This design comes from an exercise in tuning for small area, a short achievable clock period and few clock cycles on the open sky130 flow, not from production work. RTL that was checked went through simulation tests only; none was proved equivalent to the original. The RTL of runs 1 to 4 was laid out without a check of its function. Power figures rest on the tool's default switching activity, not on a simulated workload.

## flow/constraint.sdc

```tcl
create_clock -name core_clock -period 5.0 [get_ports {clk}]
set_input_delay 1.0000 -clock core_clock [delete_from_list [all_inputs] [get_ports {clk}]]
set_output_delay 1.0000 -clock core_clock [all_outputs]
set_load 0.01 [all_outputs]
```

## flow/config.mk

```make
export PLATFORM = sky130hd
export DESIGN_NAME = nibbler_enc
export DESIGN_NICKNAME = nibbler_enc
export VERILOG_FILES = /design/flow/design.v
export SDC_FILE = /design/flow/constraint.sdc
export NUM_CORES = 4
export LEC_CHECK = 0
export CAP_MARGIN = 20
export CORE_MARGIN = 2
export CORE_UTILIZATION = 40
export SETUP_SLACK_MARGIN = 1.5
export SLEW_MARGIN = 20
```

## flow/design.v

```verilog
module nibbler_enc (
    input  wire        clk,
    input  wire        rst,         
    input  wire        start,
    input  wire [13:0] len,         
    output wire [12:0] in_addr,
    input  wire [7:0]  in_data,
    output reg         out_we,
    output reg  [13:0] out_addr,
    output reg  [7:0]  out_data,
    output wire        busy,
    output reg         done,
    output wire [13:0] written      
);
    localparam [1:0] S_IDLE = 2'd0,
                     S_LIT  = 2'd1,    
                     S_RUN  = 2'd2,    
                     S_END  = 2'd3;    
    reg [1:0]  state;
    reg [12:0] ra;         
    reg [1:0]  kc;         
    reg [7:0]  r0, r1, r2;
    reg        e01, e12, e23;    
    reg        mv0;              
    reg [13:0] rem;        
    reg [13:0] c;          
    reg [1:0]  lph;        
    reg        fm1;        
    reg        f63;        
    reg        ce;         
    reg [1:0]  lm;         
    reg        lead;       
    reg [1:0]  mark;
    reg [13:0] wp;         
    reg [13:0] ocur0;      
    reg        slot_v;
    reg [13:0] slot_pos;
    reg [3:0]  slot_hi;
    reg        pv;         
    reg [13:0] paddr;
    reg [7:0]  pdata;
    reg        eph;        
    assign busy    = (state != S_IDLE);
    assign in_addr = ra;
    assign written = wp;
    wire valid = ~kc[1];
    wire rem_ok = ~rem[13];                         
    wire rsa    = rem_ok & e01 & e12 & e23 & mv0;   
    wire chunk_end = ce;
    wire pre    = ~(lph[1] & lph[0]);
    wire c_m1   = fm1;                              
    wire c_63   = f63;                              
    wire [3:0] n0 = (lm == 2'd0) ? {1'b0, c[2:0]} :
                    (lm == 2'd1) ? {2'b10, c[5:4]} : {3'b110, c[12]};
    wire [3:0] n1 = (lm == 2'd1) ? c[3:0] : c[11:8];
    wire [3:0] n2 = c[7:4];
    wire [3:0] n3 = c[3:0];
    wire [1:0] nb = (lm == 2'd2) ? 2'd2 : (lm == 2'd1) ? 2'd1 : {1'b0, ~slot_v};
    wire act     = valid & ((state == S_LIT) | (state == S_RUN));
    wire in_lit  = act & (state == S_LIT);
    wire in_run  = act & (state == S_RUN);
    wire lit_pre_ld = in_lit & ~lph[1];                        
    wire lit_first  = in_lit & lph[1] & ~lph[0];               
    wire lead_hit   = lit_first & lead & rem_ok & e01 & e12 & mv0;
    wire lit_steady = in_lit & ~pre;
    wire lit_endc   = lit_steady & chunk_end;
    wire lit_endr   = lit_steady & ~chunk_end & rsa;
    wire lit_go     = lit_steady & ~chunk_end & ~rsa;
    wire rs1        = lit_go & c_m1 & (lm == 2'd0) & slot_v;
    wire rs2        = lit_go & c_63 & (lm == 2'd1);
    wire restart    = rs1 | rs2;
    wire litw       = (lit_first & ~lead_hit) | (lit_go & ~restart);
    wire run_go     = in_run & rem_ok & e01;
    wire run_end    = in_run & ~(rem_ok & e01);
    wire fe         = lit_endc | lit_endr | run_end;   
    wire [13:0] fo  = (state == S_RUN) ? wp : ocur0;
    wire [13:0] fo1 = fo + 14'd1;
    reg         w1v, w2v;
    reg  [13:0] w1a, w2a;
    reg  [7:0]  w1d, w2d;
    reg         ns_v;
    reg  [13:0] ns_pos;
    reg  [3:0]  ns_hi;
    always @* begin
        w1v = 1'b0; w2v = 1'b0;
        w1a = fo;   w2a = fo1;
        w1d = {n0, n1}; w2d = {n2, n3};
        ns_v = 1'b0; ns_pos = fo; ns_hi = n0;
        if (slot_v) begin
            w1v = 1'b1;
            w1a = slot_pos;
            w1d = {slot_hi, n0};
            if (lm == 2'd1) begin
                ns_v = 1'b1; ns_pos = fo; ns_hi = n1;
            end else if (lm == 2'd2) begin
                w2v = 1'b1; w2a = fo; w2d = {n1, n2};
                ns_v = 1'b1; ns_pos = fo1; ns_hi = n3;
            end
        end else begin
            if (lm == 2'd0) begin
                ns_v = 1'b1; ns_pos = fo; ns_hi = n0;
            end else begin
                w1v = 1'b1;
                w2v = (lm == 2'd2);
            end
        end
    end
    wire [13:0] bodylen = wp - 14'd2;
    always @(posedge clk) begin
        out_we <= 1'b0;
        done   <= 1'b0;
        r0  <= in_data;
        r1  <= r0;
        r2  <= r1;
        e01 <= (in_data == r0);
        e12 <= e01;
        e23 <= e12;
        mv0 <= (in_data == 8'h00) | (in_data == 8'hFF);
        if (state == S_LIT || state == S_RUN) begin
            ra <= ra + 13'd1;
            kc <= {kc[0], 1'b0};
        end
        if (act) begin
            rem <= rem - 14'd1;
            c   <= c + 14'd1;
            fm1 <= (c == 14'h3FFE);
            f63 <= (c == 14'd62);
            ce  <= (rem == 14'h3FFB);
            if (state == S_LIT && lph != 2'd3) lph <= lph + 2'd1;
        end
        if (litw) begin
            out_we   <= 1'b1;
            out_addr <= wp;
            out_data <= r2;
            wp       <= wp + 14'd1;
        end else if (fe) begin
            if (pv) begin
                out_we   <= 1'b1;
                out_addr <= paddr;
                out_data <= pdata;
                pv       <= w1v;
                paddr    <= w1a;
                pdata    <= w1d;
            end else begin
                out_we   <= w1v;
                out_addr <= w1a;
                out_data <= w1d;
                pv       <= w2v;
                paddr    <= w2a;
                pdata    <= w2d;
            end
        end else if (pv) begin
            out_we   <= 1'b1;
            out_addr <= paddr;
            out_data <= pdata;
            pv       <= 1'b0;
        end
        if (fe) begin
            slot_v   <= ns_v;
            slot_pos <= ns_pos;
            slot_hi  <= ns_hi;
        end
        if (lit_pre_ld)
            wp <= ocur0 + {12'd0, nb};
        if (lit_first)
            lead <= 1'b0;
        if (lead_hit) begin
            state <= S_RUN;
            c     <= 14'h3FFB;           
            lm    <= 2'd0;
            mark  <= {1'b0, r0[0]};
            wp    <= ocur0;
            fm1   <= 1'b0;
            f63   <= 1'b0;
        end
        if (lit_go & ~restart & c_m1 & (lm == 2'd0))
            lm <= 2'd1;
        if (restart) begin
            lm  <= rs1 ? 2'd1 : 2'd2;
            c   <= 14'h3FF5;             
            lph <= 2'd0;
            fm1 <= 1'b0;
            f63 <= 1'b0;
            ce  <= 1'b0;
            kc  <= 2'b11;
            ra  <= ra - (rs1 ? 13'd12 : 13'd76);
            rem <= rem + (rs1 ? 14'd10 : 14'd74);
        end
        if (lit_endr) begin
            state <= S_RUN;
            c     <= 14'h3FFB;           
            fm1   <= 1'b0;
            f63   <= 1'b0;
            lm    <= 2'd0;
        end
        if (lit_endc) begin
            state <= S_END;
        end
        if (run_go) begin
            if (c_m1) lm <= 2'd1;
            if (c_63) lm <= 2'd2;
        end
        if (run_end) begin
            state <= S_LIT;
            c     <= 14'h3FF6;           
            lph   <= 2'd1;
            fm1   <= 1'b0;
            f63   <= 1'b0;
            lm    <= 2'd0;
            ocur0 <= wp + {12'd0, nb};
        end
        if (state == S_END && !pv) begin
            if (slot_v) begin
                out_we   <= 1'b1;
                out_addr <= slot_pos;
                out_data <= {slot_hi, 4'd0};
                slot_v   <= 1'b0;
            end else if (!eph) begin
                out_we   <= 1'b1;
                out_addr <= 14'd0;
                out_data <= {mark, bodylen[13:8]};
                eph      <= 1'b1;
            end else begin
                out_we   <= 1'b1;
                out_addr <= 14'd1;
                out_data <= bodylen[7:0];
                done     <= 1'b1;
                state    <= S_IDLE;
            end
        end
        if (state == S_IDLE && start) begin
            mark   <= 2'b10;
            slot_v <= 1'b0;
            pv     <= 1'b0;
            eph    <= 1'b0;
            ocur0  <= 14'd2;
            wp     <= 14'd2;
            ra     <= 13'd0;
            kc     <= 2'b11;
            c      <= 14'h3FF5;          
            lph    <= 2'd0;
            fm1    <= 1'b0;
            f63    <= 1'b0;
            ce     <= 1'b0;
            lm     <= 2'd0;
            lead   <= 1'b1;
            rem    <= len - 14'd4;
            state  <= (len == 14'd0) ? S_END : S_LIT;
        end
        if (rst) begin
            state  <= S_IDLE;
            out_we <= 1'b0;
            done   <= 1'b0;
        end
    end
endmodule
```

## flow/run.sh

```bash
#!/bin/bash
# synth_recipe.tcl (not shown) runs the flow's synth.tcl, then flattens the netlist and writes it again
# the make line also repeats each setting of config.mk as NAME=value (left out here)
make -C /OpenROAD-flow-scripts/flow DESIGN_CONFIG=/design/flow/config.mk WORK_HOME=/design/flow/orfs CLKGATE_MAP_FILE= SYNTH_SCRIPT=/design/flow/synth_recipe.tcl finish
```

==> results of run 1 <==
==> critical path, cell delays in order, from the launching register on <==
cell      delay (ns)
dfxtp_2         0.34
buf_4           0.56
nand3_1         0.21
a211oi_1        0.46
inv_1           0.10
ha_1            0.35
a21oi_1         0.15
nand2_1         0.13
o21ai_1         0.22
a21o_1          0.16
nor3_1          0.05
a211o_1         0.29
==> cells in the final DEF, fill, tap and decap left out, types with 7 or more instances in the layout <==
cell | Yosys | layout
a211oi_1 | 28 | 28
a21o_1 | 9 | 9
a21oi_1 | 99 | 98
a31o_2 | 11 | 11
a31oi_1 | 13 | 13
and2_1 | 12 | 11
and3_1 | 17 | 17
buf_4 | 4 | 16
clkbuf_16 | 0 | 18
clkdlybuf4s50_1 | 0 | 76
dfxtp_1 | 102 | 100
edfxtp_1 | 76 | 76
ha_1 | 43 | 41
inv_1 | 39 | 38
mux2_2 | 11 | 11
mux2i_1 | 44 | 44
nand2_1 | 140 | 140
nand2b_1 | 14 | 14
nand3_1 | 42 | 42
nand3b_1 | 8 | 8
nand4_1 | 13 | 13
nor2_1 | 102 | 101
nor2b_1 | 10 | 9
nor3_1 | 21 | 21
nor3b_1 | 7 | 7
nor4_1 | 9 | 9
o211ai_1 | 10 | 10
o21ai_0 | 84 | 81
or3_1 | 12 | 12
xnor2_1 | 58 | 58
xor2_1 | 46 | 46
==> state kept, by name (all words and copies together), names as in the netlist, 2 cells and up <==
signal / flops
c: 14
kc: 2
lm: 2
lph: 2
mark: 2
ocur0: 14
out_addr: 14
out_data: 8
paddr: 14
pdata: 8
r0: 8
r1: 8
r2: 8
ra: 13
rem: 14
slot_hi: 4
slot_pos: 14
state: 2
wp: 14
==> worst max path at each step <==
stage / startpoint / endpoint / slack [ns] / cells after the start
3_3_place_gp: lm[0] / ra[12] / 1.30 / 16
3_5_place_dp: lm[0] / ra[12] / 1.19 / 16
5_1_grt: lm[1] / ra[10] / 1.51 / 16
2_1_floorplan: lm[0] / rem[10] / 1.75 / 16
4_1_cts: lm[1] / ra[12] / 1.55 / 16
6_report: slot_v / rem[10] / 1.72 / 11
==> metrics by stage <==
| step | instances | worst slack [ns] | util, % | hold WS [ns] |
|---|---|---|---|---|
| 2_1_floorplan | 1236 | 1.75 | - | 0.310 |
| 6_report | 1623 | 1.72 | 46.7 | 0.330 |
| 5_1_grt | 1623 | 1.51 | 46.7 | 0.333 |
| 4_1_cts | 1620 | 1.55 | 46.5 | 0.331 |
| 3_3_place_gp | 1588 | 1.30 | 44.1 | 0.310 |
| 3_5_place_dp | 1588 | 1.19 | 44.1 | 0.313 |
==> per-layer routing <==
metal | vias up | GRT usage (%) | wire length (µm)
li1 | 4516 | - | -
met5 | - | 0 | 0
met1 | 4346 | 27.1 | 13300
met2 | 237 | 36.4 | 14600
met3 | 38 | 2.81 | 1210
met4 | 0 | 6.93 | 579
==> repair_timing <==
item / 4_1_cts / 5_1_grt
setup endpoints to repair: 9 / 31
setup buffers: 0 / 3
resized for setup: 5 / 10
pin swaps: 0 / 1
==> layout make-up <==
| class | instances | area, µm² | area share (%) |
|---|---|---|---|
| Timing Repair Buffer | 93 | 892 | 7.13 |
| Inverter | 40 | 158 | 1.26 |
| Multi-Input combinational cell | 939 | 6100 | 48.8 |
| Sequential cell | 178 | 4330 | 34.6 |
| Tap cell | 341 | 427 | 3.41 |
| Clock inverter | 13 | 155 | 1.24 |
| Clock buffer | 19 | 454 | 3.63 |
==> cells by family (layout without fill, tap and decap cells) <==
| kind of cell | count (synthesis) | count (layout) | share of synthesized area [%] |
|---|---|---|---|
| AO/OA/AOI/OAI | 302 | 302 | 17.1 |
| XOR/XNOR | 104 | 104 | 8.38 |
| adder cells (fa/ha/maj) | 46 | 46 | 5.50 |
| buffers and inverters | 119 | 165 | 4.64 |
| flip-flops | 178 | 178 | 39.8 |
| multiplexers | 55 | 55 | 5.19 |
| AND/OR/NAND/NOR | 432 | 432 | 19.4 |
==> report_power, final <==
| group | leakage, nW | switching, W | total [W] | internal [W] |
|---|---|---|---|---|
| combinational | 2.80 | 0.000194 | 0.000361 | 0.000167 |
| sequential | 1.54 | 0.0000581 | 0.00162 | 0.00156 |
| clock | 0.295 | 0.000678 | 0.00138 | 0.000706 |
==> results.txt, run 1 <==
----------------------------------------------------
[Logic synthesis]
  Flip-flop and latch count after synthesis ... 178
  Post-synthesis area per instance ... 8.80 µm²
  Library cell occupying the most area in the post-synthesis netlist ... edfxtp_1
  Leading cell types by total area after synthesis ... edfxtp_1 21%, dfxtp_1 19%, ha_1 4.9%
  Leading cell type by number of instances after synthesis ... nand2_1
  Mapped cell area ... 10900 µm²
  Fraction of registers with async set/reset ... 0%
  Mapped Cells ... 1236
  Portion of synthesized cell area occupied by the leading cell type ... 21.0%
  Count of distinct cell types in the synthesized netlist ... 70
  Top_reg_cell synth ... dfxtp_1
  Number of nets in the synthesized netlist ... 1307
  Count of flip-flops with a built-in enable after synthesis ... 76
  Top cells by count, synth ... 140 x nand2_1, 102 x dfxtp_1, 102 x nor2_1
  Share of the yosys chip area belonging to registers ... 39.8%
  Synthesis Warnings ... 1

[Setup path]
  Crit path required time ... 5.19 ns
  Startpoint type of the worst setup path ... flop
  Arr. time, crit path ... 3.47 ns
  Setup slack, reg-to-reg ... 1.72 ns
  Crit Reg-Reg Startpoint ... slot_v
  Category of the worst setup path capture point ... flop
  Critical path class ... reg -> reg
  End of the worst register-to-register path ... rem[10]
  Worst reg-to-reg path cell count ... 11
  Largest driver fanout on the critical path ... 57

[Clock tree]
  Worst-Skew Late Latency ... 0.44 ns
  CTS Root Buffer Type ... clkbuf_16
  Count of clock tree sinks ... 178
  Maximum clock insertion buffer count ... 2
  Quantity of hold-fixing buffers added after cts ... 0
  Clock tree from TritonCTS ... built
  Clock-pin slew of the registers on the worst-case setup and hold paths ... 0.07 ns
  Total CTS buffers ... 17
  # H-tree levels ... 4

[Die]
  Standard-cell rows ... 60
  Overall die area ... 28500 µm²
  Starting utilization of the core area ... 40.6%
  Die span in y ... 169 µm
  Top-level I/O count ... 77
  Die extent in x ... 169 µm
  Core Footprint ... 26800 µm²

[Timing]
  Slew Viols, Final ... 0
  Achievable Freq ... 305 MHz
  Transition time at the pin with the least slew margin ... 1.08 ns
  Final-layout setup total negative slack ... 0 ns
  Relative slew slack ... 27.5%
  Min Clock Period, post-route ... 3.28 ns
  Period Utilization, post-route ... 65.5%
  Setup violations, final ... 0
  Worst setup skew after layout ... 0.0143 ns
  RSZ-0062 raised after global routing ... false
  Endpoints failing hold ... 0

[Run]
  Reported max-cap violation count ... 0

[Placement]
  Port-buffer cells ... 76
  GPL Wtd Cong ... 0.842
  Hpwl dp ... 20500 µm
  Placed cell area ... 11800 µm²

[Global route]
  GRT Overall Usage ... 21.0%
  Overflow after GRT ... 0
  Wire length of the first global-routing pass ... 47600 µm
  Pin count of the biggest net entering global routing ... 58
  Antenna violations before repair ... 0
  Via count of the first global-routing pass ... 8792

[Drt]
  Final ANT Viol Nets ... 0
  Number of design-rule violations left by the first detailed-router iteration ... 725
  Routed vias/inst ... 5.63
  Drt first pass iters ... 5
  Total number of vias ... 9137
  Total wire length after detailed routing ... 29700 µm
  Average detailed-routed wire length per instance ... 18.3 µm
  DRC violations left ... 0

[Power]
  Power consumption ... 0.00336 W
  Largest vdd supply drop ... 0.246 mV
  Static leakage ... 4.63 nW
  Pwr/cell area ... 269 nW/µm²

[Cells and area]
  Antenna diode count ... 0
  Fraction of final layout cells with drive strength greater than 1 ... 7.25%
  Number of filler instances in the final layout ... 2564
  Finished Cell Area ... 12500 µm²
  Area Growth Syn to Fin ... 15.1%
  Number of nets in the layout ... 1340

[Worst hold path]
  Worst-case hold path end point ... r2[1]
  Hold Path Class ... reg -> reg
  HP Start ... r1[1]
  Min-Delay Path Depth ... 0

[Run status]
  Run status ... no timing/DRC/antenna violations

----------------------------------------------------
==> run 2, diff against run 1 <==
--- a/flow/config.mk
+++ b/flow/config.mk
@@ -10,3 +10,3 @@
 export CORE_UTILIZATION = 40
-export SETUP_SLACK_MARGIN = 1.5
+export SETUP_SLACK_MARGIN = 2.5
 export SLEW_MARGIN = 20
==> run 2 against run 1 <==
  * Critical path type unchanged
  * Still clean
  * Clock-buffer cell count fell by 2
  * Sequential power about the same
  * Routed wire length is 13% higher
  * Sequential share of layout area is 3.0 points lower
  * Critical path depth is 2 higher
  * Non-clock buffer count increased by 60
  * Design area increased by 11%
  * Fmax grew 16%
  * Clock power hardly changed
  * Critical endpoint is now ra[12]
==> results.txt, run 2 <==
----------------------------------------------------
[Drt]
  Average detailed-routed wire length per instance ... 19.8 µm (+8.3%)
  Total wire length after detailed routing ... 33500 µm (+13%)
  Drt first pass iters ... 5 (unchanged)
  Total number of vias ... 9777 (+7.0%)
  DRC violations left ... 0 (unchanged)
  Final ANT Viol Nets ... 0 (unchanged)
  Number of design-rule violations left by the first detailed-router iteration ... 850 (+17%)
  Routed vias/inst ... 5.79 (+2.8%)

[Logic synthesis]
  Leading cell type by number of instances after synthesis ... nand2_1
  Portion of synthesized cell area occupied by the leading cell type ... 21.0% (unchanged)
  Synthesis Warnings ... 1 (unchanged)
  Number of nets in the synthesized netlist ... 1307 (unchanged)
  Leading cell types by total area after synthesis ... edfxtp_1 21%, dfxtp_1 19%, ha_1 4.9%
  Flip-flop and latch count after synthesis ... 178 (unchanged)
  Library cell occupying the most area in the post-synthesis netlist ... edfxtp_1
  Fraction of registers with async set/reset ... 0% (unchanged)
  Top_reg_cell synth ... dfxtp_1
  Mapped Cells ... 1236 (unchanged)
  Post-synthesis area per instance ... 8.80 µm² (unchanged)
  Top cells by count, synth ... 140 x nand2_1, 102 x dfxtp_1, 102 x nor2_1
  Share of the yosys chip area belonging to registers ... 39.8% (unchanged)
  Count of flip-flops with a built-in enable after synthesis ... 76 (unchanged)
  Mapped cell area ... 10900 µm² (unchanged)
  Count of distinct cell types in the synthesized netlist ... 70 (unchanged)

[Setup path]
  Critical path class ... reg -> reg
  Startpoint type of the worst setup path ... flop
  Category of the worst setup path capture point ... flop
  Crit path required time ... 5.32 ns (+0.13 ns)
  End of the worst register-to-register path ... ra[12]
  Crit Reg-Reg Startpoint ... state[1]
  Largest driver fanout on the critical path ... 5 (-91%)
  Worst reg-to-reg path cell count ... 13 (+2)
  Setup slack, reg-to-reg ... 2.17 ns (+0.45 ns)
  Arr. time, crit path ... 3.15 ns (-0.32 ns)

[Power]
  Power consumption ... 0.00344 W (+2.2%)
  Largest vdd supply drop ... 0.207 mV (-16%)
  Part of the power in registers ... 46.8% (-1.3 points)
  Net load switching power ... 0.000985 W (+5.9%)
  Fraction of power spent switching nets ... 28.7% (+0.99 points)
  Static leakage ... 5.09 nW (+9.8%)
  Fraction of power consumed by the clock network ... 40.0% (-1.2 points)
  Internal portion of total power ... 0.00245 W (+0.84%)
  Part of the total power dissipated in combinational logic ... 13.2% (+2.5 points)
  Pwr/cell area ... 247 nW/µm² (-8.1%)

[Global route]
  Pin count of the biggest net entering global routing ... 33 (-43%)
  Via count of the first global-routing pass ... 9093 (+3.4%)
  Wire length of the first global-routing pass ... 51200 µm (+7.5%)
  GRT Overall Usage ... 23.0% (+2.0 points)
  Overflow after GRT ... 0 (unchanged)
  Antenna violations before repair ... 0 (unchanged)

[Timing]
  Slew Viols, Final ... 0 (unchanged)
  Transition time at the pin with the least slew margin ... 0.837 ns (-0.244 ns)
  Smallest setup slack after layout ... 2.17 ns (+0.451 ns)
  Period Utilization, post-route ... 56.5% (-9.0 points)
  Setup violations, final ... 0 (unchanged)
  Achievable Freq ... 354 MHz (+16%)
  Final-layout setup total negative slack ... 0 ns (unchanged)
  RSZ-0062 raised after global routing ... true
  Relative slew slack ... 44.2% (+17 points)
  Worst setup skew after layout ... 0.0177 ns (+0.00339 ns)
  Endpoints failing hold ... 0 (unchanged)
  Min Clock Period, post-route ... 2.83 ns (-0.451 ns)
  Final hold slack ... 0.331 ns (+0.000800 ns)

[Placement]
  Hpwl dp ... 21300 µm (+3.7%)
  GPL Wtd Cong ... 0.825 (-2.0%)
  Port-buffer cells ... 76 (unchanged)
  Post-placement setup slack ... 1.49 ns (+0.297 ns)

[Clock tree]
  Worst-Skew Late Latency ... 0.44 ns (about the same)
  Clock-pin slew of the registers on the worst-case setup and hold paths ... 0.08 ns (about the same)
  Count of clock tree sinks ... 178 (unchanged)
  # H-tree levels ... 4 (unchanged)
  Total CTS buffers ... 17 (unchanged)
  Clock tree from TritonCTS ... built
  Maximum clock insertion buffer count ... 2 (unchanged)
  CTS Root Buffer Type ... clkbuf_16

[Worst hold path]
  Min-Delay Path Depth ... 0 (unchanged)
  Hold Path Class ... reg -> reg
  HP Start ... r1[5]
  Worst-case hold path end point ... r2[5]

[Die]
  Die extent in x ... 169 µm (unchanged)
  Die span in y ... 169 µm (unchanged)
  Standard-cell rows ... 60 (unchanged)
  Overall die area ... 28500 µm² (unchanged)
  Top-level I/O count ... 77 (unchanged)
  Starting utilization of the core area ... 40.6% (unchanged)
  Core Footprint ... 26800 µm² (unchanged)

[Cells and area]
  Number of filler instances in the final layout ... 2396 (-6.6%)
  Number of nets in the layout ... 1406 (+4.9%)
  Final Util ... 52.0% (+5.3 points)
  Leading cell types in the layout, fill and taps excluded ... 132 x nand2_1, 92 x nor2_1, 89 x a21oi_1
  Storage element area ... 4400 µm² (+1.7%)
  Antenna diode count ... 0 (unchanged)
  Area of combinational cells with multiple inputs ... 6830 µm² (+12%)
  Area Growth Syn to Fin ... 28.1%
  Fraction of final layout cells with drive strength greater than 1 ... 21.1% (+14 points)
  Leading cell type in the layout, fill and taps excluded ... nand2_1

[Run status]
  Run status ... no timing/DRC/antenna violations

[Run]
  Reported max-cap violation count ... 0 (unchanged)

----------------------------------------------------
run 2: cell counts after synthesis:
No cell type changed its count.
run 2: kinds of logic (layout without fill, tap and decap cells):
group	after synthesis	after routing	synth area share, %
multiplexers	55	55	5.19
flip-flops	178	178	39.8
AO/OA/AOI/OAI	302	303	17.1
AND/OR/NAND/NOR	432	435	19.4
XOR/XNOR	104	104	8.38
buffers and inverters	119	227	4.64
adder cells (fa/ha/maj)	46	46	5.50
run 2: layout make-up:
| class | instances | share of cell area, % |
|---|---|---|
| Timing Repair inverter | 2 | 0.0809 |
| Timing Repair Buffer | 153 | 10.7 |
| Tap cell | 341 | 3.06 |
| Clock inverter | 15 | 1.30 |
| Multi-Input combinational cell | 943 | 49.0 |
| Clock buffer | 17 | 3.05 |
| Sequential cell | 178 | 31.6 |
| Inverter | 40 | 1.19 |
run 2: layer usage:
metal,track usage [%],part of all wire (%)
met3,4.35,7.7
met2,35.5,45
met5,0,0
met4,6.07,1.7
met1,32.9,45
run 2: how the worst max path moves through the flow:
stage | end | slack (ns) | startpoint | cells after the start
after global routing | ra[12] | 2.05 | state[1] | 13
after global placement | rem[13] | 1.57 | lm[1] | 13
after CTS | ra[12] | 2.19 | state[1] | 13
after detailed placement | rem[13] | 1.49 | lm[1] | 13
final | ra[12] | 2.17 | state[1] | 13
after floorplan | ra[12] | 2.15 | lm[1] | 16
run 2: critical path, stage by stage, from the launching register on:
cell and delay (ns):
dfxtp_2 0.33, inv_2 0.07, ha_4 0.15, and4bb_2 0.25, nand2_2 0.08, a21oi_4 0.28
buf_6 0.19, ha_4 0.22, a21o_1 0.17, a31o_2 0.24, a221oi_2 0.27, mux2i_1 0.26
xnor2_1 0.14, nor2_1 0.05
run 2: metrics by stage:
stage	instances	instance area [µm²]
finish	1689	13900
global placement	1583	12000
floorplan	1236	11100
CTS	1655	13300
global route	1689	13900
detailed placement	1583	12000
run 2: repair_timing:
item	in CTS	in global routing
setup endpoints to repair	220	171
pin swaps	22	39
cloned	4	5
hold buffers	0	0
buffers inserted	36	29
gates resized for setup	93	85
run 2: power by group through the flow:
stage / Sequential, W / Clock [W] / Combinational [W]
after floorplan: 0.00163 / 0 / 0.000278
final: 0.00161 / 0.00137 / 0.000455
after CTS: 0.00161 / 0.00140 / 0.000413
after global routing: 0.00161 / 0.00144 / 0.000503
after detailed placement: 0.00166 / 0 / 0.000377
after global placement: 0.00166 / 0 / 0.000372
==> run 3, diff against run 2 <==
--- a/flow/config.mk
+++ b/flow/config.mk
@@ -9,3 +9,3 @@
 export CORE_MARGIN = 2
-export CORE_UTILIZATION = 40
+export CORE_UTILIZATION = 60
 export SETUP_SLACK_MARGIN = 2.5
==> run 3 against run 2 <==
  * Still clean
  * Design area increased by 3.1%
  * Routed wire length increased by 3.0%
  * Combinational power increased by 12%
  * Hold slack improved by 0.0055 ns
  * Clock skew decreased by 0.0054 ns
  * Synthesized cell count unchanged
  * Register-to-register slack got worse by 0.08 ns
  * Worst setup slack got worse by 0.076 ns
  * First-iteration DRC count increased by 24%
  * Non-clock buffer count increased by 44
  * Via count increased by 6.6%
  * Critical endpoint is now rem[12]
  * Largest cell class unchanged
==> results.txt, run 3 <==
----------------------------------------------------
[Cells and area]
  Number of nets in the layout ... 1450 (+3.1%)
  Storage element area ... 4390 µm² (-0.34%)
  Area of combinational cells with multiple inputs ... 7000 µm² (+2.4%)
  Fraction of final layout cells with drive strength greater than 1 ... 24.5% (+3.4 points)
  Leading cell type in the layout, fill and taps excluded ... nand2_1
  Antenna diode count ... 0 (unchanged)
  Leading cell types in the layout, fill and taps excluded ... 133 x nand2_1, 96 x buf_4, 92 x nor2_1
  Number of filler instances in the final layout ... 1128 (-53%)
  Area Growth Syn to Fin ... 32.1%

[Setup path]
  Critical path class ... reg -> reg
  Delay of the slowest cell on the worst path ... 0.55 ns (+0.22 ns)
  Worst Setup EP ... rem[12]
  Startpoint type of the worst setup path ... flop
  End of the worst register-to-register path ... rem[12]
  Master of the slowest instance on the critical path ... dfxtp_1
  Crit Reg-Reg Startpoint ... kc[1]
  Arr. time, crit path ... 3.10 ns (-0.05 ns)
  Setup slack, reg-to-reg ... 2.10 ns (-0.08 ns)
  Number of cells on the critical path ... 15 (+2)
  Crit path cell chain ... and4bb_2 -> nand2_2 -> a21oi_4 -> buf_12 -> inv_16 -> buf_12 -> ha_4 -> inv_4 -> ha_4 -> nand2b_4 -> a21oi_2 -> nor2_1 -> o31ai_1 -> xnor2_1 -> o21ai_0
  Largest driver fanout on the critical path ... 11 (+6)
  Launching instance or port of the critical path ... kc[1]
  Category of the worst setup path capture point ... flop
  Worst reg-to-reg path cell count ... 15 (+2)
  Crit path required time ... 5.20 ns (-0.12 ns)
  Family of cells with the greatest summed delay on the critical path ... simple AND/OR/NAND/NOR gates
  Worst Path Buf+Inv ... 4 (+2)

[Die]
  Overall die area ... 19200 µm² (-33%)
  Starting utilization of the core area ... 60.9% (+20 points)
  Standard-cell rows ... 49 (-18%)
  Top-level I/O count ... 77 (unchanged)
  Die extent in x ... 139 µm (-18%)
  Die span in y ... 139 µm (-18%)
  Core Footprint ... 17800 µm² (-33%)

[Placement]
  GPL Wtd Cong ... 0.879 (+6.6%)
  Hpwl dp ... 20000 µm (-6.1%)
  Port-buffer cells ... 76 (unchanged)
  Post-placement setup slack ... 1.50 ns (+0.0167 ns)

[Logic synthesis]
  Flip-flop and latch count after synthesis ... 178 (unchanged)
  Fraction of registers with async set/reset ... 0% (unchanged)
  Mapped Cells ... 1236 (unchanged)
  Share of the yosys chip area belonging to registers ... 39.8% (unchanged)
  Leading cell type by number of instances after synthesis ... nand2_1
  Library cell occupying the most area in the post-synthesis netlist ... edfxtp_1
  Synthesis Warnings ... 1 (unchanged)
  Top cells by count, synth ... 140 x nand2_1, 102 x dfxtp_1, 102 x nor2_1
  Leading cell types by total area after synthesis ... edfxtp_1 21%, dfxtp_1 19%, ha_1 4.9%
  Number of nets in the synthesized netlist ... 1307 (unchanged)
  Count of distinct cell types in the synthesized netlist ... 70 (unchanged)
  Top_reg_cell synth ... dfxtp_1
  Mapped cell area ... 10900 µm² (unchanged)
  Count of flip-flops with a built-in enable after synthesis ... 76 (unchanged)
  Portion of synthesized cell area occupied by the leading cell type ... 21.0% (unchanged)
  Post-synthesis area per instance ... 8.80 µm² (unchanged)

[Global route]
  Wire length of the first global-routing pass ... 50100 µm (-2.1%)
  GRT Overall Usage ... 32.4% (+9.5 points)
  Global routing met1 resource utilization ... 41.7% (+8.8 points)
  Via count of the first global-routing pass ... 9477 (+4.2%)
  Highest-utilization routing layer at the global route stage ... met2
  Met2 Track Usage GR ... 54.7% (+19 points)
  Global-route met3 utilization ... 5.80% (+1.5 points)
  Antenna violations before repair ... 0 (unchanged)
  Pin count of the biggest net entering global routing ... 46 (+39%)
  Overflow after GRT ... 0 (unchanged)

[Drt]
  Total number of vias ... 10400 (+6.6%)
  Routed vias/inst ... 6.43 (+11%)
  Number of design-rule violations left by the first detailed-router iteration ... 1051 (+24%)
  DRC violations left ... 0 (unchanged)
  Drt first pass iters ... 6 (+1)
  Total wire length after detailed routing ... 34500 µm (+3.0%)
  Final ANT Viol Nets ... 0 (unchanged)
  Average detailed-routed wire length per instance ... 21.3 µm (+7.3%)

[Clock tree]
  CTS Root Buffer Type ... clkbuf_16
  Maximum clock insertion buffer count ... 2 (unchanged)
  Worst-Skew Late Latency ... 0.46 ns (+0.02 ns)
  Quantity of hold-fixing buffers added after cts ... 0 (unchanged)
  Clock tree from TritonCTS ... built
  Total CTS buffers ... 17 (unchanged)
  Count of clock tree sinks ... 178 (unchanged)
  Clock-pin slew of the registers on the worst-case setup and hold paths ... 0.08 ns (about the same)
  # H-tree levels ... 4 (unchanged)

[Timing]
  Period Utilization, post-route ... 58.0% (+1.5 points)
  Transition time at the pin with the least slew margin ... 0.954 ns (+0.117 ns)
  Final-layout setup total negative slack ... 0 ns (unchanged)
  Slew Viols, Final ... 0 (unchanged)
  Worst setup skew after layout ... 0.0123 ns (-0.00538 ns)
  Setup violations, final ... 0 (unchanged)
  Endpoints failing hold ... 0 (unchanged)
  RSZ-0062 raised after global routing ... true
  Smallest setup slack after layout ... 2.10 ns (-0.0756 ns)
  Achievable Freq ... 345 MHz (-2.6%)
  Relative slew slack ... 36.1% (-8.1 points)
  Min Clock Period, post-route ... 2.90 ns (+0.0756 ns)

[Power]
  Power consumption ... 0.00353 W (+2.7%)
  Pwr/cell area ... 246 nW/µm² (-0.45%)
  Static leakage ... 5.40 nW (+6.1%)
  Largest vdd supply drop ... 0.262 mV (+27%)

[Run status]
  Run status ... no timing/DRC/antenna violations

[Run]
  Reported max-cap violation count ... 0 (unchanged)

[Worst hold path]
  Hold Path Class ... reg -> reg

----------------------------------------------------
## run 3: cell families (layout without fill, tap and decap cells)
logic type | after synthesis | in the layout | synth area share, %
fa+ha+maj | 46 | 46 | 5.50
buf+inv | 119 | 270 | 4.64
flops | 178 | 178 | 39.8
compound gates | 302 | 303 | 17.1
simple gates | 432 | 436 | 19.4
xor+xnor | 104 | 104 | 8.38
mux | 55 | 55 | 5.19
## run 3: per-stage QoR
step | area [µm²] | cells | hold slack, ns | util [%]
2_1_floorplan | 11100 | 1236 | 0.310 | -
3_3_place_gp | 11900 | 1474 | 0.311 | 66.8
3_5_place_dp | 11900 | 1474 | 0.319 | 66.8
4_1_cts | 13300 | 1549 | 0.337 | 74.6
5_1_grt | 14400 | 1621 | 0.344 | 80.5
6_report | 14400 | 1621 | 0.336 | 80.5
## run 3: how the worst min path moves through the flow
stage / startpoint / endpoint / slack (ns) / cells past startpoint
final: r1[0] / r2[0] / 0.34 / 0
after floorplan: r1[0] / r2[0] / 0.31 / 0
after CTS: r1[0] / r2[0] / 0.34 / 0
after detailed placement: r1[5] / r2[5] / 0.32 / 0
after global placement: r1[3] / r2[3] / 0.31 / 0
after global routing: r1[7] / r2[7] / 0.34 / 0
## run 3: worst register-to-register path: stages (launching register included)
cell and delay [ns]:
dfxtp_1 0.55, and4bb_2 0.30, nand2_2 0.10, a21oi_4 0.04
buf_12 0.18, inv_16 0.08, buf_12 0.11, ha_4 0.16
inv_4 0.04, ha_4 0.14, nand2b_4 0.15, a21oi_2 0.16
nor2_1 0.08, o31ai_1 0.30, xnor2_1 0.16, o21ai_0 0.10
## run 3: routing by layer
| metal | share of wire (%) | wire length [µm] |
|---|---|---|
| met5 | 0 | 0 |
| met4 | 3.4 | 1160 |
| met3 | 7.9 | 2730 |
| met2 | 50 | 17100 |
| met1 | 39 | 13500 |
## run 3: power breakdown
group | total [W] | internal (W) | switching, W
registers | 0.00161 | 0.00155 | 0.0000588
clock network | 0.00141 | 0.000690 | 0.000715
logic | 0.000509 | 0.000245 | 0.000264
## run 3: layout make-up
type,count,area share [%]
multi-input cells,944,48.7
flip-flops and latches,178,30.5
repair buffers,197,13.1
clock buffers,17,2.96
well taps,229,1.99
clock inverters,15,1.39
inverters,40,1.24
repair inverters,1,0.0610
## run 3: timing repair
action / 4_1_cts / 5_1_grt
gates cloned: 5 / 3
setup buffers: 38 / 69
setup endpoints to repair: 210 / 141
resized for setup: 100 / 101
pin swaps: 40 / 66
hold endpoints to repair: 0 / 0
==> run 4, diff against run 3 <==
--- a/flow/config.mk
+++ b/flow/config.mk
@@ -9,4 +9,4 @@
 export CORE_MARGIN = 2
-export CORE_UTILIZATION = 60
-export SETUP_SLACK_MARGIN = 2.5
+export CORE_UTILIZATION = 40
+export SETUP_SLACK_MARGIN = 3.5
 export SLEW_MARGIN = 20
==> run 4 against run 3 <==
  * Global-route usage decreased by 6.9 points
  * Cell count grew 15%
  * Die area rose by 48%
  * First-iteration DRC count decreased by 0.38%
  * Area after synthesis stayed put
  * Critical endpoint is now ra[10]
==> results.txt, run 4 <==
----------------------------------------------------
[Clock tree]
  # H-tree levels ... 4 (unchanged)
  CTS Root Buffer Type ... clkbuf_16
  Total CTS buffers ... 17 (unchanged)
  Maximum clock insertion buffer count ... 2 (unchanged)
  Worst-Skew Late Latency ... 0.45 ns (about the same)
  Clock-pin slew of the registers on the worst-case setup and hold paths ... 0.08 ns (about the same)
  Clock tree from TritonCTS ... built
  Count of clock tree sinks ... 178 (unchanged)

[Logic synthesis]
  Count of flip-flops with a built-in enable after synthesis ... 76 (unchanged)
  Share of the yosys chip area belonging to registers ... 39.8% (unchanged)
  Count of distinct cell types in the synthesized netlist ... 70 (unchanged)
  Leading cell type by number of instances after synthesis ... nand2_1
  Top cells by count, synth ... 140 x nand2_1, 102 x dfxtp_1, 102 x nor2_1
  Leading cell types by total area after synthesis ... edfxtp_1 21%, dfxtp_1 19%, ha_1 4.9%
  Portion of synthesized cell area occupied by the leading cell type ... 21.0% (unchanged)
  Number of nets in the synthesized netlist ... 1307 (unchanged)
  Mapped cell area ... 10900 µm² (unchanged)
  Post-synthesis area per instance ... 8.80 µm² (unchanged)
  Flip-flop and latch count after synthesis ... 178 (unchanged)
  Mapped Cells ... 1236 (unchanged)
  Fraction of registers with async set/reset ... 0% (unchanged)
  Library cell occupying the most area in the post-synthesis netlist ... edfxtp_1
  Synthesis Warnings ... 1 (unchanged)
  Top_reg_cell synth ... dfxtp_1

[Timing]
  Endpoints failing hold ... 0 (unchanged)
  Min Clock Period, post-route ... 2.87 ns (-0.0350 ns)
  Achievable Freq ... 349 MHz (+1.2%)
  Relative slew slack ... 46.7% (+11 points)
  Smallest setup slack after layout ... 2.13 ns (+0.0350 ns)
  Period Utilization, post-route ... 57.3% (-0.70 points)
  Setup violations, final ... 0 (unchanged)
  Transition time at the pin with the least slew margin ... 0.799 ns (-0.156 ns)
  RSZ-0062 raised after global routing ... true
  Final-layout setup total negative slack ... 0 ns (unchanged)
  Worst setup skew after layout ... 0.0106 ns (-0.00172 ns)
  Slew Viols, Final ... 0 (unchanged)

[Placement]
  Placed cell area ... 12300 µm² (+3.6%)
  Hpwl dp ... 20500 µm (+2.6%)
  Cell Count Post-Placement ... 1581 (+7.3%)
  Post-placement setup slack ... 1.38 ns (-0.122 ns)
  Port-buffer cells ... 76 (unchanged)
  GPL Wtd Cong ... 0.842 (-4.2%)

[Cells and area]
  Fraction of final layout cells with drive strength greater than 1 ... 45.7% (+21 points)
  Non-filler cells in the finished layout ... 1867 (+15%)
  Leading cell types in the layout, fill and taps excluded ... 139 x buf_4, 102 x nand2_1, 97 x buf_6
  Antenna diode count ... 0 (unchanged)
  Number of nets in the layout ... 1584 (+9.2%)
  Final Util ... 63.3% (-17 points)
  Storage element area ... 4430 µm² (+0.91%)
  Area Growth Syn to Fin ... 56.1%
  Finished Cell Area ... 17000 µm² (+18%)
  Area of combinational cells with multiple inputs ... 8090 µm² (+16%)
  Leading cell type in the layout, fill and taps excluded ... buf_4
  Number of filler instances in the final layout ... 1969 (+75%)

[Power]
  Part of the power in registers ... 43.9% (-1.8 points)
  Internal portion of total power ... 0.00255 W (+2.4%)
  Pwr/cell area ... 215 nW/µm² (-12%)
  Net load switching power ... 0.00110 W (+5.9%)
  Static leakage ... 6.61 nW (+22%)
  Part of the total power dissipated in combinational logic ... 17.5% (+3.1 points)
  Largest vdd supply drop ... 0.226 mV (-14%)
  Fraction of power spent switching nets ... 30.1% (+0.71 points)
  Fraction of power consumed by the clock network ... 38.6% (-1.2 points)

[Setup path]
  Crit path required time ... 5.34 ns (+0.14 ns)
  Setup slack, reg-to-reg ... 2.13 ns (+0.04 ns)
  Startpoint type of the worst setup path ... flop
  Arr. time, crit path ... 3.21 ns (+0.11 ns)
  Category of the worst setup path capture point ... flop
  Critical path class ... reg -> reg
  Largest driver fanout on the critical path ... 7 (-4)

[Die]
  Die extent in x ... 169 µm (+22%)
  Die span in y ... 169 µm (+22%)
  Core Footprint ... 26800 µm² (+50%)
  Overall die area ... 28500 µm² (+48%)
  Top-level I/O count ... 77 (unchanged)
  Standard-cell rows ... 60 (+22%)
  Starting utilization of the core area ... 40.6% (-20 points)

[Drt]
  Average detailed-routed wire length per instance ... 22.6 µm (+6.2%)
  Number of design-rule violations left by the first detailed-router iteration ... 1047 (-0.38%)
  DRC violations left ... 0 (unchanged)
  Drt first pass iters ... 5 (-1)
  Routed vias/inst ... 6.04 (-6.1%)
  Total wire length after detailed routing ... 42200 µm (+22%)
  Total number of vias ... 11300 (+8.2%)
  Final ANT Viol Nets ... 0 (unchanged)

[Global route]
  Antenna violations before repair ... 0 (unchanged)
  Overflow after GRT ... 0 (unchanged)
  GRT Overall Usage ... 25.5% (-6.9 points)
  Wire length of the first global-routing pass ... 57400 µm (+15%)
  Pin count of the biggest net entering global routing ... 33 (-28%)
  Via count of the first global-routing pass ... 10300 (+8.6%)

[Worst hold path]
  Hold Path Class ... reg -> reg

[Run]
  Reported max-cap violation count ... 0 (unchanged)

[Run status]
  Run status ... no timing/DRC/antenna violations

----------------------------------------------------
## run 4: cell counts after synthesis
No cell type changed its count.
## run 4: kinds of logic after synthesis
logic type      Yosys count  share of synthesized area (%)
xor+xnor                104                           8.38
fa+ha+maj                46                           5.50
simple gates            432                           19.4
mux                      55                           5.19
compound gates          302                           17.1
flops                   178                           39.8
buf+inv                 119                           4.64
## run 4: final cells by class
cell class | instances | area share, %
Multi-Input combinational cell | 951 | 47.7
Inverter | 40 | 1.04
Sequential cell | 178 | 26.1
Clock buffer | 17 | 2.51
Clock inverter | 15 | 1.04
Tap cell | 341 | 2.51
Timing Repair Buffer | 325 | 19.2
## run 4: per-stage QoR
stage                     hold slack (ns)  power (W)
final                               0.329    0.00365
after global routing                0.337    0.00375
after CTS                           0.331    0.00353
after detailed placement            0.312    0.00204
after global placement              0.312    0.00204
after floorplan                     0.310    0.00192
## run 4: metal layers
layer  global-route usage [%]  vias up  routed length [µm]
met5                        0        -                   0
met4                     8.13        0                1920
met3                     3.51      170                3620
met2                     41.9      661               19800
met1                     34.9     5419               16800
li1                         -     5025                   -
## run 4: path summary, 6_finish.rpt
kind / start / endpoint / depth (start not counted)
setup / recovery: lm[0] / ra[10] / 17
setup reg to reg: lm[0] / ra[10] / 17
hold / removal: r1[7] / r2[7] / 0
hold reg to reg: r1[7] / r2[7] / 0
## run 4: timing repair
action	CTS	global route
pin swaps	98	146
buffers inserted	160	74
hold buffers	0	0
cloned	11	9
endpoints found under the setup margin	280	277
gates resized for setup	503	217
## run 4: power by group through the flow
stage,logic [W],registers (W),clock network [W]
after detailed placement,0.000380,0.00166,0
after global placement,0.000376,0.00166,0
after floorplan,0.000293,0.00163,0
final,0.000640,0.00160,0.00141
after CTS,0.000532,0.00160,0.00140
after global routing,0.000681,0.00160,0.00146
## run 4: critical path, stage by stage, from the launching register on
cell and delay (ns):
dfxtp_4 0.39, inv_4 0.05, ha_4 0.16, a32o_2 0.28, nand2_2 0.09, a21oi_4 0.05
buf_12 0.17, inv_16 0.08, ha_4 0.13, inv_2 0.03, fa_2 0.34, nand4_1 0.13
a22oi_2 0.09, buf_4 0.15, a31o_2 0.20, a21oi_2 0.14, xor2_1 0.18, o21ai_1 0.09
==> run 5, diff against run 4 <==
--- a/flow/design.v
+++ b/flow/design.v
@@ -26,6 +26,2 @@
     reg [13:0] c;          
-    reg [1:0]  lph;        
-    reg        fm1;        
-    reg        f63;        
-    reg        ce;         
     reg [1:0]  lm;         
@@ -45,9 +41,9 @@
     assign written = wp;
-    wire valid = ~kc[1];
+    wire valid = (kc == 2'd0);
     wire rem_ok = ~rem[13];                         
     wire rsa    = rem_ok & e01 & e12 & e23 & mv0;   
-    wire chunk_end = ce;
-    wire pre    = ~(lph[1] & lph[0]);
-    wire c_m1   = fm1;                              
-    wire c_63   = f63;                              
+    wire chunk_end = (rem == 14'h3FFA);             
+    wire pre    = (&c[13:4]) & ~c[3];               
+    wire c_m1   = &c;                               
+    wire c_63   = (c == 14'd63);                    
     wire [3:0] n0 = (lm == 2'd0) ? {1'b0, c[2:0]} :
@@ -61,4 +57,4 @@
     wire in_run  = act & (state == S_RUN);
-    wire lit_pre_ld = in_lit & ~lph[1];                        
-    wire lit_first  = in_lit & lph[1] & ~lph[0];               
+    wire lit_pre_ld = in_lit & pre & ~(c[1] & c[0]);           
+    wire lit_first  = in_lit & pre & c[1] & c[0];              
     wire lead_hit   = lit_first & lead & rem_ok & e01 & e12 & mv0;
@@ -75,3 +71,3 @@
     wire fe         = lit_endc | lit_endr | run_end;   
-    wire [13:0] fo  = (state == S_RUN) ? wp : ocur0;
+    wire [13:0] fo  = run_end ? wp : ocur0;
     wire [13:0] fo1 = fo + 14'd1;
@@ -120,3 +116,3 @@
             ra <= ra + 13'd1;
-            kc <= {kc[0], 1'b0};
+            if (kc != 2'd0) kc <= kc - 2'd1;
         end
@@ -125,6 +121,2 @@
             c   <= c + 14'd1;
-            fm1 <= (c == 14'h3FFE);
-            f63 <= (c == 14'd62);
-            ce  <= (rem == 14'h3FFB);
-            if (state == S_LIT && lph != 2'd3) lph <= lph + 2'd1;
         end
@@ -172,4 +164,2 @@
             wp    <= ocur0;
-            fm1   <= 1'b0;
-            f63   <= 1'b0;
         end
@@ -180,7 +170,3 @@
             c   <= 14'h3FF5;             
-            lph <= 2'd0;
-            fm1 <= 1'b0;
-            f63 <= 1'b0;
-            ce  <= 1'b0;
-            kc  <= 2'b11;
+            kc  <= 2'd2;
             ra  <= ra - (rs1 ? 13'd12 : 13'd76);
@@ -191,4 +177,2 @@
             c     <= 14'h3FFB;           
-            fm1   <= 1'b0;
-            f63   <= 1'b0;
             lm    <= 2'd0;
@@ -205,5 +189,2 @@
             c     <= 14'h3FF6;           
-            lph   <= 2'd1;
-            fm1   <= 1'b0;
-            f63   <= 1'b0;
             lm    <= 2'd0;
@@ -238,8 +219,4 @@
             ra     <= 13'd0;
-            kc     <= 2'b11;
+            kc     <= 2'd2;
             c      <= 14'h3FF5;          
-            lph    <= 2'd0;
-            fm1    <= 1'b0;
-            f63    <= 1'b0;
-            ce     <= 1'b0;
             lm     <= 2'd0;
--- a/flow/config.mk
+++ b/flow/config.mk
@@ -10,3 +10,2 @@
 export CORE_UTILIZATION = 40
-export SETUP_SLACK_MARGIN = 3.5
 export SLEW_MARGIN = 20
==> run 5 against run 4 <==
  * Still clean
  * Combinational power decreased by 44%
  * Via count down 15%
  * Clock power is essentially flat
  * Die area decreased by 0.15%
  * Clock-buffer cell count is the same
  * Global-route usage fell by 3.0 points
  * Fmax down 36%
  * Routed wire length down 25%
  * Sequential power hardly changed
  * Largest cell class unchanged
==> results.txt, run 5 <==
----------------------------------------------------
[Global route]
  Antenna violations before repair ... 0 (unchanged)
  Pin count of the biggest net entering global routing ... 39 (+18%)
  Via count of the first global-routing pass ... 9231 (-10%)
  Wire length of the first global-routing pass ... 50700 µm (-12%)
  Overflow after GRT ... 0 (unchanged)
  GRT Overall Usage ... 22.5% (-3.0 points)

[Timing]
  Achievable Freq ... 222 MHz (-36%)
  Min Clock Period, post-route ... 4.51 ns (+1.64 ns)
  Endpoints failing hold ... 0 (unchanged)
  Period Utilization, post-route ... 90.1% (+33 points)
  Slew Viols, Final ... 0 (unchanged)
  Transition time at the pin with the least slew margin ... 1.03 ns (+0.231 ns)
  Final-layout setup total negative slack ... 0 ns (unchanged)
  Final hold slack ... 0.331 ns (+0.00195 ns)
  Worst setup skew after layout ... 0.0107 ns (+0.000144 ns)
  Relative slew slack ... 30.9% (-16 points)
  Setup violations, final ... 0 (unchanged)
  RSZ-0062 raised after global routing ... false

[Power]
  Largest vdd supply drop ... 0.230 mV (+1.5%)
  Static leakage ... 4.35 nW (-34%)
  Pwr/cell area ... 264 nW/µm² (+23%)
  Power consumption ... 0.00331 W (-9.4%)

[Logic synthesis]
  Synthesis Warnings ... 1 (unchanged)
  Mapped Cells ... 1233 (-0.24%)
  Share of the yosys chip area belonging to registers ... 38.9% (-0.86 points)
  Top cells by count, synth ... 140 x nand2_1, 108 x nor2_1, 97 x dfxtp_1
  Count of distinct cell types in the synthesized netlist ... 85 (+21%)
  Mapped cell area ... 10900 µm² (-0.15%)
  Count of flip-flops with a built-in enable after synthesis ... 76 (unchanged)
  Post-synthesis area per instance ... 8.81 µm² (about the same)
  Leading cell type by number of instances after synthesis ... nand2_1
  Fraction of registers with async set/reset ... 0% (unchanged)
  Library cell occupying the most area in the post-synthesis netlist ... edfxtp_1
  Number of nets in the synthesized netlist ... 1303 (-0.31%)
  Portion of synthesized cell area occupied by the leading cell type ... 21.0% (+0.031 points)
  Top_reg_cell synth ... dfxtp_1
  Flip-flop and latch count after synthesis ... 173 (-2.8%)
  Leading cell types by total area after synthesis ... edfxtp_1 21%, dfxtp_1 18%, ha_1 4.8%

[Cells and area]
  Fraction of final layout cells with drive strength greater than 1 ... 7.61% (-38 points)
  Leading cell types in the layout, fill and taps excluded ... 140 x nand2_1, 107 x nor2_1, 97 x dfxtp_1
  Area Growth Syn to Fin ... 15.4%
  Leading cell type in the layout, fill and taps excluded ... nand2_1
  Antenna diode count ... 0 (unchanged)
  Number of nets in the layout ... 1344 (-15%)

[Worst hold path]
  Min-Delay Path Depth ... 0 (unchanged)
  Hold Path Class ... reg -> reg

[Drt]
  Wire length on met2 ... 15000 µm (-25%)
  M1 WL ... 13900 µm (-17%)
  Highest metal layer used by the detailed router ... met4
  Total wire length after detailed routing ... 31900 µm (-25%)
  Total number of vias ... 9626 (-15%)
  Average detailed-routed wire length per instance ... 19.6 µm (-13%)
  Routed vias/inst ... 5.91 (-2.1%)
  Drt first pass iters ... 5 (unchanged)
  Final ANT Viol Nets ... 0 (unchanged)
  Routed wire length on met3 ... 1820 µm (-50%)
  Number of design-rule violations left by the first detailed-router iteration ... 888 (-15%)
  DRC violations left ... 0 (unchanged)

[Clock tree]
  Quantity of hold-fixing buffers added after cts ... 0 (unchanged)
  Total of cells resized after clock tree synthesis ... 0 (-100%)
  Clock tree from TritonCTS ... built
  Maximum clock insertion buffer count ... 2 (unchanged)
  Count of clock tree sinks ... 173 (-2.8%)
  Total CTS buffers ... 17 (unchanged)
  Number of setup buffers added after CTS ... 0 (-100%)
  CTS Root Buffer Type ... clkbuf_16
  Worst-Skew Late Latency ... 0.45 ns (about the same)
  # H-tree levels ... 4 (unchanged)
  Clock-pin slew of the registers on the worst-case setup and hold paths ... 0.08 ns (about the same)

[Setup path]
  Category of the worst setup path capture point ... flop
  Arr. time, crit path ... 4.72 ns (+1.51 ns)
  Crit path required time ... 5.21 ns (-0.13 ns)
  Largest driver fanout on the critical path ... 9 (+2)
  Delay of the slowest cell on the worst path ... 0.55 ns (+0.16 ns)
  Worst reg-to-reg path cell count ... 15 (-2)
  Crit path cell chain ... inv_1 -> ha_1 -> and2_1 -> nand2_2 -> or4_1 -> or4_4 -> nor2_1 -> inv_1 -> ha_1 -> and3_1 -> a21oi_1 -> a31oi_1 -> o21a_1 -> or3_1 -> a31o_2
  Worst Path Buf+Inv ... 2 (-3)
  Master of the slowest instance on the critical path ... or4_1
  Startpoint type of the worst setup path ... flop
  Critical path class ... reg -> reg
  Family of cells with the greatest summed delay on the critical path ... simple AND/OR/NAND/NOR gates
  Number of cells on the critical path ... 15 (-2)

[Die]
  Die span in y ... 169 µm (about the same)
  Core Footprint ... 26800 µm² (unchanged)
  Die extent in x ... 169 µm (about the same)
  Standard-cell rows ... 60 (unchanged)
  Overall die area ... 28500 µm² (-0.15%)
  Starting utilization of the core area ... 40.5% (-0.061 points)
  Top-level I/O count ... 77 (unchanged)

[Placement]
  Hpwl dp ... 22500 µm (+9.4%)
  GPL Wtd Cong ... 0.903 (+7.2%)
  Port-buffer cells ... 76 (unchanged)

[Run]
  Reported max-cap violation count ... 0 (unchanged)

[Run status]
  Run status ... no timing/DRC/antenna violations

----------------------------------------------------
[run 5: worst paths after layout]
kind | from | to | slack, ns
worst max-delay path | state[0] | rem[10] | 0.49
worst min-delay path | r1[3] | r2[3] | 0.33
worst max register to register | state[0] | rem[10] | 0.49
worst min register to register | r1[3] | r2[3] | 0.33
[run 5: worst register-to-register path, cell delays in order, from the launching register on]
cell	delay [ns]
dfxtp_1	0.37
inv_1	0.09
ha_1	0.30
and2_1	0.34
nand2_2	0.16
or4_1	0.55
or4_4	0.51
nor2_1	0.18
inv_1	0.07
ha_1	0.35
and3_1	0.19
a21oi_1	0.22
a31oi_1	0.18
o21a_1	0.20
or3_1	0.30
a31o_2	0.25
[run 5: power breakdown]
part           internal (W)  switching (W)  leakage (nW)
registers           0.00152      0.0000469          1.50
clock network      0.000683       0.000695         0.298
logic              0.000160       0.000198          2.55
total               0.00236       0.000940          4.35
[run 5: logic make-up (layout without fill, tap and decap cells)]
family | Yosys count | count (layout) | share of synthesized area (%)
flip-flops | 173 | 173 | 38.9
XOR/XNOR | 84 | 84 | 6.90
buffers and inverters | 121 | 175 | 4.51
AND/OR/NAND/NOR | 451 | 451 | 20.8
AO/OA/AOI/OAI | 303 | 303 | 18.2
adder cells (fa/ha/maj) | 45 | 45 | 5.39
multiplexers | 56 | 56 | 5.29
[run 5: cell type report]
class,count,area (µm²)
fillers,2552,14300
multi-input cells,939,6170
flip-flops and latches,173,4220
repair buffers,97,918
well taps,341,427
clock buffers,17,425
clock inverters,15,191
inverters,46,173
[run 5: through the flow]
| stage | util [%] | cells | setup slack, ns | area, µm² |
|---|---|---|---|---|
| after CTS | 46.8 | 1628 | 0.512 | 12500 |
| after global placement | 44.5 | 1596 | 0.665 | 11900 |
| final | 46.8 | 1628 | 0.494 | 12500 |
| after global routing | 46.8 | 1628 | 0.204 | 12500 |
| after floorplan | - | 1233 | 0.820 | 10900 |
| after detailed placement | 44.5 | 1596 | 0.528 | 11900 |
[run 5: layer usage]
layer	track usage, %	vias up
met2	37.0	342
met4	9.78	0
li1	-	4626
met3	3.25	75
met5	0	-
met1	29.6	4583
Testbench counts of run 5, summed over its fixed seeds: cycles 456,100.

[what the ideal ports hide]
The flow's constraints put no driver on any port. The routed layouts listed below were extracted and timed again, unchanged, in two steps.
Step 1, drivers: a clkbuf_16 drives clk and a buf_2 each remaining input, both assumed.
Step 2 times the ports against the registers' clock, not the clock port: input delays grow and output delays shrink by t, the midpoint of the rising clock arrivals with the driver on.
Three values: ideal, step 1, step 2; two values: the first two.
| run | t (ns) | setup slack, ns | worst slew at a driven data input, ns | pins driven straight from the clock port |
|---|---|---|---|---|
| run 1 | 0.484 | 1.723 / 1.723 / 1.723 | 0.03 | 1 |
| run 2 | 0.482 | 2.174 / 2.174 / 1.947 | 0.04 | 1 |
| run 3 | 0.494 | 2.098 / 2.098 / 2.033 | 0.04 | 1 |
| run 4 | 0.502 | 2.133 / 2.133 / 2.133 | 0.03 | 1 |
| run 5 | 0.490 | 0.494 / 0.494 / 0.494 | 0.05 | 1 |
After both steps every run listed still meets setup and hold. The setup slack of run 2, which loses most, moves by 0.000 ns with the drivers and by -0.227 ns with both steps.
